Context: an optimization exercise on an open-source flow, tuned for small area, a short achievable clock period and few clock cycles. The choices shown serve that exercise and are no tape-out recipe.
Where RTL was checked, it was by simulation tests only, not by an equivalence proof against the original.
Power figures rest on the tool's default switching activity, not on a simulated workload.

## sdio_spi_engine
module sdio_spi_engine (
    input  wire        clk,
    input  wire        rst,             
    input  wire        op_valid,
    output wire        op_ready,
    input  wire [7:0]  op_sel,          
    input  wire [7:0]  op_index,
    input  wire [31:0] op_arg,
    input  wire [16:0] op_count,
    input  wire [9:0]  op_block_size,
    input  wire        op_mode,
    input  wire [1:0]  op_fn,
    input  wire [2:0]  op_width,
    output wire        res_valid,
    output wire [3:0]  res_code,
    output wire [7:0]  res_status,
    output wire [7:0]  res_stuff,
    output wire        ev_valid,
    output wire [2:0]  ev_kind,
    output reg  [7:0]  ev_tx,
    input  wire        ev_ready,
    input  wire [7:0]  ev_rx,
    input  wire        wd_valid,
    output wire        wd_ready,
    input  wire [7:0]  wd_data,
    output reg         rd_valid,
    output wire [7:0]  rd_data
);
Size in the first run: ~890 cells after synthesis, about 83 flip-flops, ~0.0075 mm² of cells after synthesis.
clock: 5.0 ns
lec_check: 0
cap_margin: 20
core_margin: 2
core_utilization: 40
setup_slack_margin: 2.3
slew_margin: 20
standard.sh (not shown) runs the stock make flow with config.mk's settings and CLKGATE_MAP_FILE= SYNTH_SCRIPT=/design/flow/synth_recipe.tcl, a recipe that flattens the netlist after the stock synthesis.
==> flow/flow/run.sh <==
#!/bin/bash
# Layout flow: the standard ORFS flow, with the port buffers that
# buffer_ports inserts made from plain sky130_fd_sc_hd__buf_1 cells
# instead of the delay-buffer cell it picks by default. The make output
# of every step goes to standard.log; ORFS keeps each tool's own log
# under orfs/logs/.
set -euo pipefail
export BUFFER_PORTS_ARGS="-buffer_cell sky130_fd_sc_hd__buf_1"
bash standard.sh finish > standard.log 2>&1
==> next run, changes <==
--- a/flow/design.v
+++ b/flow/design.v
@@ -110,21 +110,21 @@
     function [9:0] inc10(input [9:0] a);
         integer i;
         begin
             inc10[0] = ~a[0];
             for (i = 1; i < 10; i = i + 1)
                 inc10[i] = a[i] ^ ((a | ~((10'd1 << i) - 10'd1)) == 10'h3FF);
         end
     endfunction
     wire [16:0] rem_dec = dec17(rem);
     wire [9:0]  cnt_inc = inc10(cnt);
-    wire blk_last = (cnt_inc == u[26:17]);     
+    wire blk_last = (cnt == u[26:17]);         
     wire is63 = idx[1];
     wire is53 = idx[0] & ~idx[1];
     assign ev_valid = ~(state[2] & state[1]);
     assign ev_kind  = state[2:0];
     assign op_ready = (state == S_IDLE);
     assign res_valid = (state[2:0] == 3'd7);
     assign res_code  = state[3] ? {1'b0, res} : 4'd8;
     assign res_status = u[15:8];
     assign res_stuff  = ev_tx;     
     assign rd_data   = ev_tx;      
@@ -254,21 +254,21 @@
                 end else begin
                     state <= S_DONE;
                 end
             end
             S_GTOK: begin
                 crc <= 16'hFE00;
                 if (ev_ready) begin
                     ev_tx <= ev_rx;
                     cnt   <= cnt_inc;
                     if (ev_rx == 8'hFE) begin
-                        cnt   <= 10'd0;
+                        cnt   <= 10'd1;
                         state <= S_GPAY;
                     end else if (c_last199) begin
                         res   <= R_TIMEOUT;
                         state <= S_CS0;
                     end
                 end
             end
             S_GPAY: if (ev_ready) begin
                 crc     <= crc16_nx;
                 ev_tx   <= ev_rx;
@@ -289,21 +289,21 @@
                         res   <= R_INV_CRC;
                         state <= S_CS0;
                     end else if (rem0) begin
                         state <= S_CS0;
                     end else begin
                         state <= S_GTOK;
                     end
                 end
             end
             S_PTOK: if (ev_ready) begin
-                cnt <= 10'd0;
+                cnt <= 10'd1;
                 if (wd_valid) begin
                     ev_tx <= wd_data;
                     state <= S_PDAT;
                 end else begin
                     state <= S_PWAIT;
                 end
             end
             S_PWAIT: if (wd_valid) begin
                 ev_tx <= wd_data;
                 state <= S_PDAT;
Result: Clock-buffer cell count came out higher by 2. Routed wire length came out higher by 5.1%. Power came out higher by 7.5%. Sequential power hardly moves. Critical path depth came out lower by 6. Area after synthesis came out lower by 0.40%. Worst hold slack loses 0.031 ns. Fmax came out higher by 18%. Final cell count came out higher by 1.3%. Core utilization came out higher by 1.6 points. Register-to-register slack gains 0.16 ns.
No functional check of the RTL was part of any run of this note.

========
== T ==
sdio_spi_engine, a different RTL version from the one above (not shown whole).
Size in the first run: roughly 900 cells after synthesis, about 85 flip-flops, ~0.0074 mm² of cells after synthesis.
## sdio_spi_engine
module sdio_spi_engine (
    input  wire        clk,
    input  wire        rst,             
    input  wire        op_valid,
    output wire        op_ready,
    input  wire [7:0]  op_sel,          
    input  wire [7:0]  op_index,
    input  wire [31:0] op_arg,
    input  wire [16:0] op_count,
    input  wire [9:0]  op_block_size,
    input  wire        op_mode,
    input  wire [1:0]  op_fn,
    input  wire [2:0]  op_width,
    output wire        res_valid,
    output wire [3:0]  res_code,
    output wire [7:0]  res_status,
    output wire [7:0]  res_stuff,
    output wire        ev_valid,
    output wire [2:0]  ev_kind,
    output reg  [7:0]  ev_tx,
    input  wire        ev_ready,
    input  wire [7:0]  ev_rx,
    input  wire        wd_valid,
    output wire        wd_ready,
    input  wire [7:0]  wd_data,
    output reg         rd_valid,
    output wire [7:0]  rd_data
);
    function [6:0] crc7_byte(input [6:0] acc, input [7:0] b);
        integer k;
        reg [6:0] r;
        reg fb;
        begin
            r = acc;
            for (k = 7; k >= 0; k = k - 1) begin
                fb = b[k] ^ r[6];
                r  = {r[5:0], 1'b0};
                if (fb) r = r ^ 7'h09;
            end
            crc7_byte = r;
        end
    endfunction
    function [15:0] crc16_byte(input [15:0] acc, input [7:0] b);
        integer k;
        reg [15:0] r;
        begin
            r = acc ^ {b, 8'h00};
            for (k = 0; k < 8; k = k + 1) begin
                if (r[15]) r = {r[14:0], 1'b0} ^ 16'h1021;
                else       r = {r[14:0], 1'b0};
            end
            crc16_byte = r;
        end
    endfunction
    localparam [5:0] S_CS1   = {3'd0, 3'd0},    
                     S_CS0   = {3'd0, 3'd1},    
                     S_CTX   = {3'd0, 3'd2},    
  ...
==> flow/config.mk <==
export PLATFORM = sky130hd
export DESIGN_NAME = sdio_spi_engine
export DESIGN_NICKNAME = sdio_spi_engine
export VERILOG_FILES = /design/flow/design.v
export SDC_FILE = /design/flow/constraint.sdc
export NUM_CORES = 4
export LEC_CHECK = 0
export CAP_MARGIN = 20
export CORE_MARGIN = 2
export CORE_UTILIZATION = 40
export SETUP_SLACK_MARGIN = 2.3
export SLEW_MARGIN = 20
==> flow/constraint.sdc <==
create_clock -name core_clock -period 5.0 [get_ports {clk}]
set_input_delay 1.0000 -clock core_clock [delete_from_list [all_inputs] [get_ports {clk}]]
set_output_delay 1.0000 -clock core_clock [all_outputs]
set_load 0.01 [all_outputs]
Scripts as last shown in full above: flow/flow/run.sh
The following lists how R was set up differently from T:
--- a/flow/design.v
+++ b/flow/design.v
@@ -86,21 +86,22 @@
     reg [2:0]  idx;        
     reg [1:0]  step;       
     reg [2:0]  res;
     reg [9:0]  cnt;        
     reg [15:0] crc;        
     reg [31:0] u;
     wire acc = ev_valid & ev_ready;
     wire rx_ff = (ev_rx == 8'hFF);
     wire cnt1  = (cnt == 10'd1);
     wire [16:0] rem = u[16:0];
-    reg  rem1, rem0;
+    wire rem1 = (rem == 17'd1);
+    wire rem0 = (rem == 17'd0);
     function [16:0] dec17(input [16:0] a);
         integer i;
         begin
             dec17[0] = ~a[0];
             for (i = 1; i < 17; i = i + 1)
                 dec17[i] = a[i] ^ ((a & ((17'd1 << i) - 17'd1)) == 17'd0);
         end
     endfunction
     function [9:0] dec10(input [9:0] a);
         integer i;
@@ -176,22 +177,20 @@
         rd_valid <= ~rst & (state == S_GPAY) & ev_ready;
         if (rst) begin
             state <= S_IDLE;
         end else begin
             case (state)
             S_IDLE: begin
                 if (op_valid) begin
                     res  <= R_SUCCESS;
                     step <= 2'd0;
                     u    <= op_arg;
-                    rem1 <= (op_count == 17'd1);
-                    rem0 <= (op_count == 17'd0);
                     case (op_sel)
                         8'h10: begin
                             optype <= T_CMD;
                             idx    <= {op_index[4], op_index[3], op_index[0]};
                             state  <= idx_ok ? S_CS1 : S_FAULT;
                         end
                         8'h30: begin
                             optype <= T_SET;
                             idx    <= 3'b100;
                             u[3:0] <= {op_fn, op_width[2], op_width[1]};
@@ -277,22 +276,20 @@
                         state <= S_GPAY;
                     end else if (cnt1) begin
                         res   <= R_TIMEOUT;
                         state <= S_CS0;
                     end
                 end
             end
             S_GPAY: if (ev_ready) begin
                 crc     <= crc16_nx;
                 u[16:0] <= rem_dec;
-                rem1    <= (rem == 17'd2);
-                rem0    <= rem1;
                 cnt     <= cnt_dec;
                 if (cnt1 || rem1) begin
                     cnt   <= 10'd2;
                     state <= S_GCRC;
                 end
             end
             S_GCRC: if (ev_ready) begin
                 crc   <= crc16_nx;
                 cnt   <= cnt_dec;
                 if (cnt1) begin
@@ -336,22 +333,20 @@
             end
             S_CRIT0: if (ev_ready) begin
                 cnt <= 10'd255;
                 if (ev_tx != 8'hE5) begin
                     res   <= drt_res;
                     state <= S_FIN;
                 end else if (!u[28] || rem1) begin
                     state <= u[27] ? S_PSTOP : S_FIN;
                 end else begin
                     u[16:0] <= rem_dec;
-                    rem1    <= (rem == 17'd2);
-                    rem0    <= rem1;
                     cnt     <= 10'd200;
                     state   <= S_RDY;
                 end
             end
             S_PSTOP: if (ev_ready) begin
                 cnt   <= 10'd255;
                 state <= S_FIN;
             end
             S_FIN: if (ev_ready) begin
                 cnt <= cnt_dec;
Results
R completed; timing, DRC and antenna clean. Diff T -> R: layout multi-input combinational cell count fell by 14, setup slack of the worst register-to-register path now smaller, cell area after synthesis lost about 3%, number of vias per cell dropped 1.4%. Setup WNS T -> R: worse. Number of cells in the design after placement ends up lower on R. Going from T to R, number of antenna violations at the first check in global routing shrinks by 1. Compared with T, R shows number of placement rows that has gone down by a few percent. R vs T, estimated wirelength of the detail-placed design went down by about 5%. Measured against R, the total power of T comes out at 1.19 times the reference value. On detailed-route wire length on metal 1, the lower figure sits with R, not T.
No run of this note included a check of the RTL's function; only the layout flow was run.

========
sdio_spi_engine, a different RTL version from the one above (not shown whole).
For scale: roughly 150 I/O pins.
export LEC_CHECK = 0
export CAP_MARGIN = 20
export CORE_MARGIN = 2
export CORE_UTILIZATION = 40
export SETUP_SLACK_MARGIN = 2.4
export SLEW_MARGIN = 20
create_clock -name core_clock -period 5.0 [get_ports {clk}]
Scripts as last shown in full above: flow/flow/run.sh
Testbench counts at the start, summed over its fixed seeds: cycles 293,774.
Next try:
--- a/flow/design.v
+++ b/flow/design.v
@@ -63,23 +63,23 @@
                      S_RDY   = {3'd0, 3'd3},    
                      S_RESP  = {3'd1, 3'd3},    
                      S_STUFF = {3'd2, 3'd3},    
                      S_GTOK  = {3'd3, 3'd3},    
                      S_GPAY  = {3'd4, 3'd3},    
                      S_GCRC  = {3'd5, 3'd3},    
                      S_DRT   = {3'd6, 3'd3},    
                      S_FIN   = {3'd7, 3'd3},    
                      S_CRIT1 = {3'd0, 3'd4},
                      S_CRIT0 = {3'd0, 3'd5},
                      S_IDLE  = {3'd0, 3'd6},
-                     S_PWAIT = {3'd1, 3'd6},    
+                     S_PWAIT = {3'd4, 3'd7},    
                      S_DONE  = {3'd0, 3'd7};    
     localparam [2:0] R_SUCCESS       = 3'd0,
                      R_UNSPECIFIED   = 3'd1,
                      R_NOT_READY     = 3'd2,
                      R_INV_RESP      = 3'd3,
                      R_INV_RESP_DATA = 3'd4,
                      R_INV_CRC       = 3'd5,
                      R_TIMEOUT       = 3'd6;
     localparam [1:0] T_CMD = 2'd0, T_SET = 2'd1, T_GET = 2'd2, T_PUT = 2'd3;
     reg [5:0]  state;
     reg [1:0]  optype;
@@ -114,24 +114,24 @@
                 inc10[i] = a[i] ^ ((a | ~((10'd1 << i) - 10'd1)) == 10'h3FF);
         end
     endfunction
     wire [16:0] rem_dec = dec17(rem);
     wire [9:0]  cnt_inc = inc10(cnt);
     wire blk_last = (cnt == 10'h3FE);
     wire is63 = idx[1];
     wire is53 = idx[0] & ~idx[1];
     reg fault;
     assign ev_valid = ~(state[2] & state[1]) & ~fault;
     assign ev_kind  = state[2:0];
-    assign op_ready = (state == S_IDLE);
-    assign res_valid = (state == S_DONE);
+    assign op_ready = (state[2:0] == 3'd6);       
+    assign res_valid = (state[2:0] == 3'd7) & ~state[5];    
     assign res_code  = {fault, res};
     assign res_status = u[15:8];
     assign res_stuff  = ev_tx;     
     assign rd_data   = ev_tx;      
     assign wd_ready  = (state == S_PWAIT) |
                        (((state == S_PTOK) | (state == S_PDAT)) & ev_ready);
     wire [5:0] ix = op_index[5:0];
     wire idx_ok   = (op_index[7:6] == 2'b00) &&
                     ((ix == 6'd0) || (ix[5:1] == 5'b11010) || (ix == 6'd63));
     wire bs_ok    = op_block_size[9] == (op_block_size[8:0] == 9'd0);
     wire width_ok = (op_width == 3'd1) || (op_width == 3'd2) || (op_width == 3'd4);
After rerunning: The new run produced a clean layout. Cell count came out higher slightly. Worst hold slack got worse by 72 ps. Routed wire length is about the same. Non-clock buffer count falls by 5. Via count went up slightly. Final area increases slightly. Utilization goes up by 1.1 points.
No functional check of the RTL was part of the second run of this note.

========
sdio_spi_engine with an RTL version that a note above also has.
For scale: roughly 86 flip-flops, ~150 I/O pins, about 0.0074 mm2 of cells after synthesis.
==> flow/config.mk <==
export PLATFORM = sky130hd
export DESIGN_NAME = sdio_spi_engine
export DESIGN_NICKNAME = sdio_spi_engine
export VERILOG_FILES = /design/flow/design.v
export SDC_FILE = /design/flow/constraint.sdc
export NUM_CORES = 4
export LEC_CHECK = 0
export CAP_MARGIN = 20
export CORE_MARGIN = 2
export CORE_UTILIZATION = 40
export SETUP_SLACK_MARGIN = 2.3
export SLEW_MARGIN = 20
==> flow/constraint.sdc <==
create_clock -name core_clock -period 5.0 [get_ports {clk}]
set_input_delay 1.0000 -clock core_clock [delete_from_list [all_inputs] [get_ports {clk}]]
set_output_delay 1.0000 -clock core_clock [all_outputs]
set_load 0.01 [all_outputs]
Scripts as last shown in full above: flow/flow/run.sh
Then changed:
--- a/flow/design.v
+++ b/flow/design.v
@@ -56,25 +56,24 @@
                      S_CS0   = {3'd0, 3'd1},    
                      S_CTX   = {3'd0, 3'd2},    
                      S_PTOK  = {3'd1, 3'd2},    
                      S_PDAT  = {3'd2, 3'd2},    
                      S_PCRC  = {3'd3, 3'd2},    
                      S_PSTOP = {3'd4, 3'd2},    
-                     S_PLAST = {3'd5, 3'd2},    
                      S_RDY   = {3'd0, 3'd3},    
                      S_RESP  = {3'd1, 3'd3},    
                      S_STUFF = {3'd2, 3'd3},    
                      S_GTOK  = {3'd3, 3'd3},    
                      S_GPAY  = {3'd4, 3'd3},    
                      S_GCRC  = {3'd5, 3'd3},    
                      S_DRT   = {3'd6, 3'd3},    
                      S_FIN   = {3'd7, 3'd3},    
                      S_CRIT1 = {3'd0, 3'd4},
                      S_CRIT0 = {3'd0, 3'd5},
                      S_IDLE  = {3'd0, 3'd6},
-                     S_PWAIT = {3'd4, 3'd7},    
+                     S_PWAIT = {3'd1, 3'd6},    
                      S_DONE  = {3'd0, 3'd7};    
     localparam [2:0] R_SUCCESS       = 3'd0,
                      R_UNSPECIFIED   = 3'd1,
                      R_NOT_READY     = 3'd2,
                      R_INV_RESP      = 3'd3,
                      R_INV_RESP_DATA = 3'd4,
@@ -113,26 +112,26 @@
             for (i = 1; i < 10; i = i + 1)
                 inc10[i] = a[i] ^ ((a | ~((10'd1 << i) - 10'd1)) == 10'h3FF);
         end
     endfunction
     wire [16:0] rem_dec = dec17(rem);
     wire [9:0]  cnt_inc = inc10(cnt);
-    wire blk_last = (cnt == 10'h3FE);
+    wire blk_last = (cnt_inc == u[26:17]);     
     wire is63 = idx[1];
     wire is53 = idx[0] & ~idx[1];
     reg fault;
     assign ev_valid = ~(state[2] & state[1]) & ~fault;
     assign ev_kind  = state[2:0];
-    assign op_ready = (state[2:0] == 3'd6);       
-    assign res_valid = (state[2:0] == 3'd7) & ~state[5];    
+    assign op_ready = (state == S_IDLE);
+    assign res_valid = (state == S_DONE);
     assign res_code  = {fault, res};
     assign res_status = u[15:8];
     assign res_stuff  = ev_tx;     
     assign rd_data   = ev_tx;      
     assign wd_ready  = (state == S_PWAIT) |
-                       (((state == S_PTOK) | (state == S_PDAT)) & ev_ready);
+                       (((state == S_PTOK) | ((state == S_PDAT) & ~blk_last)) & ev_ready);
     wire [5:0] ix = op_index[5:0];
     wire idx_ok   = (op_index[7:6] == 2'b00) &&
                     ((ix == 6'd0) || (ix[5:1] == 5'b11010) || (ix == 6'd63));
     wire bs_ok    = op_block_size[9] == (op_block_size[8:0] == 9'd0);
     wire width_ok = (op_width == 3'd1) || (op_width == 3'd2) || (op_width == 3'd4);
     wire fn_ok    = op_fn[1] ^ op_fn[0];
@@ -174,13 +173,13 @@
                         3'd0:    ev_tx <= fb1;
                         3'd1:    ev_tx <= fb2;
                         3'd2:    ev_tx <= fb3;
                         3'd3:    ev_tx <= fb4;
                         default: ev_tx <= fb5;
                     endcase
-                S_PLAST: ev_tx <= crc16_nx[15:8];
+                S_PDAT:  ev_tx <= crc16_nx[15:8];
                 S_PCRC:  ev_tx <= crc[7:0];
                 S_CRIT0: ev_tx <= 8'hFD;
                 default: ;
             endcase
         end
     end
@@ -273,13 +272,13 @@
             end
             S_GTOK: begin
                 crc <= 16'hFE00;
                 if (ev_ready) begin
                     cnt <= cnt_inc;
                     if (ev_rx == 8'hFE) begin
-                        cnt   <= ~u[26:17];
+                        cnt   <= 10'd0;
                         state <= S_GPAY;
                     end else if (c_last199) begin
                         res   <= R_TIMEOUT;
                         state <= S_CS0;
                     end
                 end
@@ -308,25 +307,25 @@
                         cnt   <= 10'd0;
                         state <= S_GTOK;
                     end
                 end
             end
             S_PTOK: if (ev_ready) begin
-                cnt <= ~u[26:17];
-                state <= !wd_valid ? S_PWAIT : (u[26:17] == 10'd1) ? S_PLAST : S_PDAT;
+                cnt <= 10'd0;
+                state <= wd_valid ? S_PDAT : S_PWAIT;
             end
-            S_PWAIT: if (wd_valid) state <= blk_last ? S_PLAST : S_PDAT;
+            S_PWAIT: if (wd_valid) state <= S_PDAT;
             S_PDAT: if (ev_ready) begin
                 cnt <= cnt_inc;
                 crc <= crc16_nx;
-                state <= !wd_valid ? S_PWAIT : (cnt == 10'h3FD) ? S_PLAST : S_PDAT;
-            end
-            S_PLAST: if (ev_ready) begin
-                crc   <= crc16_nx;
-                cnt   <= 10'd0;
-                state <= S_PCRC;
+                if (blk_last) begin
+                    cnt   <= 10'd0;
+                    state <= S_PCRC;
+                end else if (!wd_valid) begin
+                    state <= S_PWAIT;
+                end
             end
             S_PCRC: if (ev_ready) begin
                 cnt   <= cnt_inc;
                 if (c_last1) state <= S_CRIT1;
             end
             S_CRIT1: if (ev_ready) begin
The new run produced a clean layout.
Total power climbs by 15%.
Area after synthesis climbs by 2.7%.
Via count climbs by 3.2%.
Sequential cell count does not change.
Fmax drops by 29%.
Routed wire length climbs by 5.2%.
Die area climbs by 2.6%.
Global-route usage stays flat.
Cell area climbs by about 6.6%.
Count of clock-buffer cells in the layout climbs by 1.
Core utilization climbs by 1.5 points.
No functional check of the RTL was part of any run of this note.

[afterwards: timing with drivers on the ports]
The results above use ideal ports. As a check the final layouts listed here were re-extracted and re-timed, cells and wires unchanged.
Step 1 (the two cells are an assumption about what drives the block):
set clk [get_ports {clk}]
set_driving_cell -lib_cell sky130_fd_sc_hd__clkbuf_16 $clk
set_driving_cell -lib_cell sky130_fd_sc_hd__buf_2 [delete_from_list [all_inputs] $clk]
Step 2 also shifts input and output timing later by t, the mid clock arrival at the registers, as if the neighbouring blocks saw the same clock.
Slacks: no drivers / after step 1 / after step 2; pairs: no drivers / after step 1.
run | shift t [ns] | setup WS [ns] | hold slack, ns
the first run of note 1 | 0.399 | 1.458 / 1.412 / 1.688 | 0.639 / 0.639 / 0.639
the second run of note 1 | 0.397 | 1.995 / 1.946 / 1.910 | 0.608 / 0.608 / 0.608
T | 0.402 | 2.191 / 2.204 / 1.811 | 0.619 / 0.619 / 0.619
R | 0.396 | 2.042 / 2.042 / 1.740 | 0.645 / 0.645 / 0.645
the first run of note 3 | 0.394 | 2.356 / 2.313 / 2.107 | 0.636 / 0.636 / 0.636
the second run of note 3 | 0.397 | 2.274 / 2.251 / 1.867 | 0.564 / 0.564 / 0.564
the first run of note 4 | 0.404 | 2.278 / 2.269 / 1.865 | 0.512 / 0.512 / 0.512
the second run of note 4 | 0.395 | 1.142 / 1.098 / 1.479 | 0.520 / 0.520 / 0.520
After both steps every run listed still meets setup and hold. The setup slack of the first run of note 4, which loses most, moves by -0.009 ns with the drivers and by -0.413 ns with both steps.
